Context: an optimization exercise on an open-source flow, tuned for small area, a short achievable clock period and few clock cycles. The choices shown serve that exercise and are no tape-out recipe.
Function was checked by simulation only, so behaviour that the tests miss may differ from the original.
No activity file was given, so power comes from the tool's default toggle rates.

== build 9 ==
// sw_link_core
module sw_link_core (
    input  wire         clk,
    input  wire         rst,             
    input  wire [7:0]   cfg_self_addr,   
    input  wire [7:0]   cfg_peer_addr,   
    input  wire [6:0]   prog_len,        
    output wire [5:0]   prog_addr,       
    input  wire [7:0]   prog_data,       
    output wire         call_valid,
    output wire [3:0]   call_op,
    output wire [3:0]   call_len,
    output wire [111:0] call_data,
    input  wire         call_ready,
    input  wire         resp_ok,
    input  wire [1:0]   resp_mode,
    input  wire [3:0]   resp_len,
    input  wire [111:0] resp_data,
    input  wire         irq_rx,          
    input  wire         host_req,        
    input  wire [23:0]  host_slots,
    output wire [5:0]   err,
    output wire [1:0]   rej_reason,
    output wire [1:0]   lsm_state,
    output wire [5:0]   ord_code,
    output wire         halted
);
    localparam [3:0] OP_ENTER_RX    = 4'd0,
                     OP_TX_NONEMPTY = 4'd1,
                     OP_FLUSH_TX    = 4'd2,
                     OP_SEND        = 4'd3,
                     OP_READ_STATUS = 4'd4,
                     OP_RX_NONEMPTY = 4'd5,
                     OP_FLUSH_RX    = 4'd6,
                     OP_RECEIVE     = 4'd7,
                     OP_SAMPLE      = 4'd8,
                     OP_EMIT        = 4'd9;
    localparam [1:0] M_IDLE = 2'd0, M_RX = 2'd1, M_TX = 2'd2, M_REC = 2'd3;
    localparam [4:0] X_NOP        = 5'b00_000,
                     X_SAMPLE     = 5'b00_010,
                     X_HOSTFWD    = 5'b00_011,
                     X_ORDREQ_ACK = 5'b00_100,
                     X_ENC_VALUE  = 5'b01_000,
                     X_ENC_ORDER  = 5'b01_001,
                     X_DEC_VALUE  = 5'b01_010,
                     X_DEC_ORDER  = 5'b01_011,
                     X_ORD_PACK   = 5'b10_000,
                     X_ORD_TAGCUR = 5'b10_001,
                     X_ORD_UNPACK = 5'b10_010,
                     X_ORD_APPLY  = 5'b10_011,
  ...
==> flow/config.mk <==
export PLATFORM = sky130hd
export DESIGN_NAME = sw_link_core
export DESIGN_NICKNAME = sw_link_core
export VERILOG_FILES = /design/flow/design.v
export SDC_FILE = /design/flow/constraint.sdc
export NUM_CORES = 4
export LEC_CHECK = 0
export ABC_AREA = 1
export CAP_MARGIN = 10
export CORE_MARGIN = 2
export CORE_UTILIZATION = 35
export CTS_CLUSTER_DIAMETER = 150
export CTS_CLUSTER_SIZE = 25
export SETUP_SLACK_MARGIN = 2.8
export SLEW_MARGIN = 10
==> flow/constraint.sdc <==
create_clock -name core_clock -period 5.0 [get_ports {clk}]
set_input_delay 1.0000 -clock core_clock [delete_from_list [all_inputs] [get_ports {clk}]]
set_output_delay 1.0000 -clock core_clock [all_outputs]
set_load 0.01 [all_outputs]
standard.sh (not shown) runs the stock make flow with config.mk's settings and CLKGATE_MAP_FILE= SYNTH_SCRIPT=/design/flow/synth_recipe.tcl, a recipe that flattens the netlist after the stock synthesis.
==> flow/flow/run.sh <==
#!/bin/bash
# Standard layout, with the port buffers made of the smallest buffer cell.
set -euo pipefail
export BUFFER_PORTS_ARGS="-buffer_cell sky130_fd_sc_hd__buf_1"
bash standard.sh > standard_flow.log 2>&1
Testbench counts of build 9, summed over its fixed seeds: cycles 29,868.
The following lists how build 85 was set up differently from build 9:
- changing CORE_UTILIZATION from 35 to 50
- setting PLACE_DENSITY to 0.75 for the first time
- changing SETUP_SLACK_MARGIN from 2.8 to 2.4
- changing CAP_MARGIN from 10 to 20
- changing SLEW_MARGIN from 10 to 20
Wire: build 85 routes less than build 9
Signed area change from the synthesized netlist to the final layout on build 85 is down relative to build 9.
Build 9 was larger in final cell area than build 85.
Core utilization (higher): build 85
Between build 9 and build 85, the difference in via count is negligible.
Build 85 against build 9: post-layout minimum cycle time went up by 0.37 ns, worst-case register-to-register setup slack went down by 0.37 ns.
Edits applied to the flow inputs when going from build 85 to build 50:
- PLACE_DENSITY no longer set, was 0.75
- SETUP_SLACK_MARGIN now 3.0, was 2.4
- CORE_UTILIZATION now 35, was 50
Delta (build 50 minus build 85): clock tree cell share of total cell area lower, sum of internal, switching and leakage power grew by about 5%, wire length of the first global-routing pass has increased, placed instance area now larger. Going from build 85 to build 50, the portion of total power attributed to the clock network was found to have gone down by 0.3 points. Between build 50 and build 85, number of signal-net inverters in the final layout is lower for build 85, build 50 comes in above that. The flow did not stop early for build 50: all stages ran, and the layout cleared the timing, DRC and antenna checks. Final-layout clock buffer total went up by a little under 10% going from build 85 to build 50.
For build 54, these inputs were changed with respect to build 50:
- a change of SETUP_SLACK_MARGIN from 3.0 to 2.4
==> notes.md <==
Delta (build 54 minus build 50): worst vdd rail ir drop rose by about 25%, met3 track utilization from global routing went down 0.28 points.
Build 54 against build 50: wire length of the first global-routing pass went down 9.2%; worst setup slack after layout decreased 0.34 ns; utilization down 4.7 points; total power per unit cell area saw an increase.
Per the comparison of build 54 with build 50, non-clock buffer count decreased by about 20% relative to the old numbers, net switching power decreased by 4.9% relative to the old numbers, placed cell area decreased by 0.67% relative to the old numbers.
Setup changes, build 54 to build 86
- SETUP_SLACK_MARGIN: 2.4 -> 2.8
[summary]
Relative to build 54, global-route usage has increased by 0.92 points in build 86. Highest-delay cell along the critical path: buf_4 -> build 86, dfxtp_1 -> build 54. Compared with build 54, build 86 shows a largest fanout on the critical path that is 2 lower. Comparing portion of total power attributed to combinational logic for build 54 and build 86, the bigger number came from build 86. Build 86 -> build 54: worst hold slack after final layout flat.

== job 101 ==
sw_link_core, a different RTL version from the one above (not shown whole).
For scale: roughly 1,900 cells after synthesis, roughly 510 flip-flops, ~320 I/O pins.
==> flow/design.v (excerpt) <==
module sw_link_core (
    input  wire         clk,
    input  wire         rst,             
    input  wire [7:0]   cfg_self_addr,   
    input  wire [7:0]   cfg_peer_addr,   
    input  wire [6:0]   prog_len,        
    output wire [5:0]   prog_addr,       
    input  wire [7:0]   prog_data,       
    output wire         call_valid,
    output wire [3:0]   call_op,
    output wire [3:0]   call_len,
    output wire [111:0] call_data,
    input  wire         call_ready,
    input  wire         resp_ok,
    input  wire [1:0]   resp_mode,
    input  wire [3:0]   resp_len,
    input  wire [111:0] resp_data,
    input  wire         irq_rx,          
    input  wire         host_req,        
    input  wire [23:0]  host_slots,
    output wire [5:0]   err,
    output wire [1:0]   rej_reason,
    output wire [1:0]   lsm_state,
    output wire [5:0]   ord_code,
    output wire         halted
);
Settings: LEC_CHECK=0, CAP_MARGIN=20, CORE_MARGIN=2, CORE_UTILIZATION=35, SETUP_SLACK_MARGIN=2.0, SLEW_MARGIN=20; clock period 5.0 ns.
Scripts as last shown in full above: flow/flow/run.sh
Testbench counts of job 101, summed over its fixed seeds: cycles 32,362.
The inputs of job 102 differ from those of job 101 as listed below.
Settings: SETUP_SLACK_MARGIN now 2.8, was 2.0.
--- outcome ---
Of job 102 and job 101, it is job 102 that has the higher highest net fanout along the worst path. [job 102 vs job 101] HPWL after detailed placement: lower in job 102. Later-pin clock latency in the skew report (job 102 over job 101): decrease, 0.02 ns. Job 101 has a higher initial antenna violation count than job 102. Reported for job 101 and job 102, area fraction in compound gates after synthesis turned out identical to the last digit. Job 102 against job 101; final-stage net count is up by a few percent. More vias were needed by job 102 than by job 101. Compared to job 101, job 102 reaches a higher achievable clock.

## v5
sw_link_core with an RTL version that a note above also has.
Size in the first run: roughly 2200 cells after synthesis, roughly 320 I/O pins.
==> flow/config.mk <==
export PLATFORM = sky130hd
export DESIGN_NAME = sw_link_core
export DESIGN_NICKNAME = sw_link_core
export VERILOG_FILES = /design/flow/design.v
export SDC_FILE = /design/flow/constraint.sdc
export NUM_CORES = 4
export LEC_CHECK = 0
export ABC_AREA = 1
export CAP_MARGIN = 20
export CORE_MARGIN = 2
export CORE_UTILIZATION = 35
export CTS_CLUSTER_DIAMETER = 150
export CTS_CLUSTER_SIZE = 25
export SETUP_SLACK_MARGIN = 2.6
export SLEW_MARGIN = 20
==> flow/constraint.sdc <==
create_clock -name core_clock -period 5.0 [get_ports {clk}]
set_input_delay 1.0000 -clock core_clock [delete_from_list [all_inputs] [get_ports {clk}]]
set_output_delay 1.0000 -clock core_clock [all_outputs]
set_load 0.01 [all_outputs]
Scripts as last shown in full above: flow/flow/run.sh
Testbench counts of v5, summed over its fixed seeds: cycles 29,868.
> inputs changed (v5 -> v24)
Settings: ABC_AREA removed (was 1); SETUP_SLACK_MARGIN changed from 2.6 to 2.4.
--- outcome ---
From v5 to v24 the numbers moved as follows: share of final-layout standard cells stronger than drive strength 1 went up by 2.4 points; instance area after placement increased by 0.91% relative to the old numbers. Summary of v24 over v5: routed wire length increased by about 1.2% relative to the old numbers; critical path depth now sits higher; total via count after detailed routing lower. [v24] synthesized cell count fell 9.2% relative to v5. v24 vs. v5: wire length of the first global-routing pass rose by about 1%; worst slack at placement rose by 100 ps; count of placed standard cells including taps fell by 212.

Starting RTL as in the previous note.
## sw_link_core
module sw_link_core (
    input  wire         clk,
    input  wire         rst,             
    input  wire [7:0]   cfg_self_addr,   
    input  wire [7:0]   cfg_peer_addr,   
    input  wire [6:0]   prog_len,        
    output wire [5:0]   prog_addr,       
    input  wire [7:0]   prog_data,       
    output wire         call_valid,
    output wire [3:0]   call_op,
    output wire [3:0]   call_len,
    output wire [111:0] call_data,
    input  wire         call_ready,
    input  wire         resp_ok,
    input  wire [1:0]   resp_mode,
    input  wire [3:0]   resp_len,
    input  wire [111:0] resp_data,
    input  wire         irq_rx,          
    input  wire         host_req,        
    input  wire [23:0]  host_slots,
    output wire [5:0]   err,
    output wire [1:0]   rej_reason,
    output wire [1:0]   lsm_state,
    output wire [5:0]   ord_code,
    output wire         halted
);
    localparam [3:0] OP_ENTER_RX    = 4'd0,
                     OP_TX_NONEMPTY = 4'd1,
                     OP_FLUSH_TX    = 4'd2,
                     OP_SEND        = 4'd3,
                     OP_READ_STATUS = 4'd4,
                     OP_RX_NONEMPTY = 4'd5,
                     OP_FLUSH_RX    = 4'd6,
                     OP_RECEIVE     = 4'd7,
                     OP_SAMPLE      = 4'd8,
                     OP_EMIT        = 4'd9;
    localparam [1:0] M_IDLE = 2'd0, M_RX = 2'd1, M_TX = 2'd2, M_REC = 2'd3;
    localparam [4:0] X_NOP        = 5'b00_000,
                     X_SAMPLE     = 5'b00_010,
                     X_HOSTFWD    = 5'b00_011,
                     X_ORDREQ_ACK = 5'b00_100,
                     X_ENC_VALUE  = 5'b01_000,
                     X_ENC_ORDER  = 5'b01_001,
                     X_DEC_VALUE  = 5'b01_010,
                     X_DEC_ORDER  = 5'b01_011,
                     X_ORD_PACK   = 5'b10_000,
                     X_ORD_TAGCUR = 5'b10_001,
                     X_ORD_UNPACK = 5'b10_010,
                     X_ORD_APPLY  = 5'b10_011,
                     X_LINK_INIT  = 5'b11_000,
                     X_LINK_SEND  = 5'b11_001,
                     X_LINK_REARM = 5'b11_010,
                     X_LINK_RECV  = 5'b11_011,
  ...
==> flow/config.mk <==
export PLATFORM = sky130hd
export DESIGN_NAME = sw_link_core
export DESIGN_NICKNAME = sw_link_core
export VERILOG_FILES = /design/flow/design.v
export SDC_FILE = /design/flow/constraint.sdc
export NUM_CORES = 4
export LEC_CHECK = 0
export ABC_AREA = 1
export CAP_MARGIN = 20
export CORE_MARGIN = 2
export CORE_UTILIZATION = 35
export CTS_CLUSTER_DIAMETER = 150
export CTS_CLUSTER_SIZE = 25
export SETUP_SLACK_MARGIN = 2.7
export SLEW_MARGIN = 20
==> flow/constraint.sdc <==
create_clock -name core_clock -period 5.0 [get_ports {clk}]
set_input_delay 1.0000 -clock core_clock [delete_from_list [all_inputs] [get_ports {clk}]]
set_output_delay 1.0000 -clock core_clock [all_outputs]
set_load 0.01 [all_outputs]
Scripts as last shown in full above: flow/flow/run.sh
The baseline ran to the end with no violations.
Testbench counts at the start, summed over its fixed seeds: cycles 29,868.
Rerun with:
Settings changed: CTS_CLUSTER_SIZE 25 to 20, SETUP_SLACK_MARGIN 2.7 to 2.8.
Result:
- clock power rises by 14%
- global-route usage grows by 0.29 points
- total power rose by 4.9%
- synthesized cell count does not change

sw_link_core with an RTL version that a note above also has.
Size in the first run: ~510 flip-flops, roughly 320 I/O pins.
clock: 5.0 ns
lec_check: 0
cap_margin: 20
core_margin: 2
core_utilization: 35
cts_cluster_diameter: 150
cts_cluster_size: 25
setup_slack_margin: 2.4
slew_margin: 20
Scripts as last shown in full above: flow/flow/run.sh
Testbench counts at the start, summed over its fixed seeds: cycles 32,362.
Then changed:
--- a/flow/config.mk
+++ b/flow/config.mk
@@ -10,5 +10,5 @@
 export CORE_UTILIZATION = 35
 export CTS_CLUSTER_DIAMETER = 150
-export CTS_CLUSTER_SIZE = 25
+export CTS_CLUSTER_SIZE = 30
 export SETUP_SLACK_MARGIN = 2.4
 export SLEW_MARGIN = 20
Cell area falls by 0.59%. Sequential power barely changes. Worst hold slack barely changes. Count of clock-buffer cells in the layout falls by 7.

-- port drivers added, routing unchanged --
The flow's constraints put no driver on any port. The routed layouts listed below were extracted and timed again, unchanged, in two steps.
Step 1 sets driving cells, clkbuf_16 on the clock port and buf_2 on the other inputs (assumed; they add their load-dependent delay and slew).
Step 2 moves the port delays by t, midway between the first and last clock arrival at a register: inputs arrive t later, outputs are due t later. That takes back most of the time a late clock gives input paths.
Three values: ideal ports, drivers, drivers and shift; two values: the first two.
run	t, ns	setup WS [ns]	clock arrival spread, ns	worst register clock-pin slew, ns
build 9	0.626	2.831 / 2.779 / 2.293	0.032 / 0.032	0.12 / 0.12
build 85	0.625	2.457 / 2.457 / 1.975	0.032 / 0.032	0.11 / 0.11
build 50	0.631	2.796 / 2.738 / 2.231	0.030 / 0.030	0.11 / 0.11
build 54	0.633	2.452 / 2.452 / 1.926	0.026 / 0.027	0.12 / 0.12
build 86	0.626	2.831 / 2.779 / 2.293	0.032 / 0.032	0.12 / 0.12
job 101	0.668	2.142 / 2.141 / 1.558	0.033 / 0.034	0.07 / 0.07
job 102	0.653	2.540 / 2.562 / 1.909	0.028 / 0.028	0.07 / 0.07
v5	0.634	2.683 / 2.625 / 2.156	0.021 / 0.022	0.11 / 0.11
v24	0.633	2.454 / 2.454 / 1.903	0.019 / 0.018	0.11 / 0.11
the first run of note 4	0.629	2.751 / 2.694 / 2.226	0.016 / 0.017	0.11 / 0.11
the second run of note 4	0.650	2.829 / 2.774 / 2.261	0.040 / 0.040	0.11 / 0.11
the first run of note 5	0.619	2.474 / 2.495 / 1.884	0.031 / 0.031	0.11 / 0.11
the second run of note 5	0.619	2.478 / 2.490 / 1.889	0.027 / 0.027	0.12 / 0.12
After both steps every run listed still meets setup and hold. The setup slack of job 102, which loses most, moves by +0.022 ns with the drivers and by -0.631 ns with both steps.
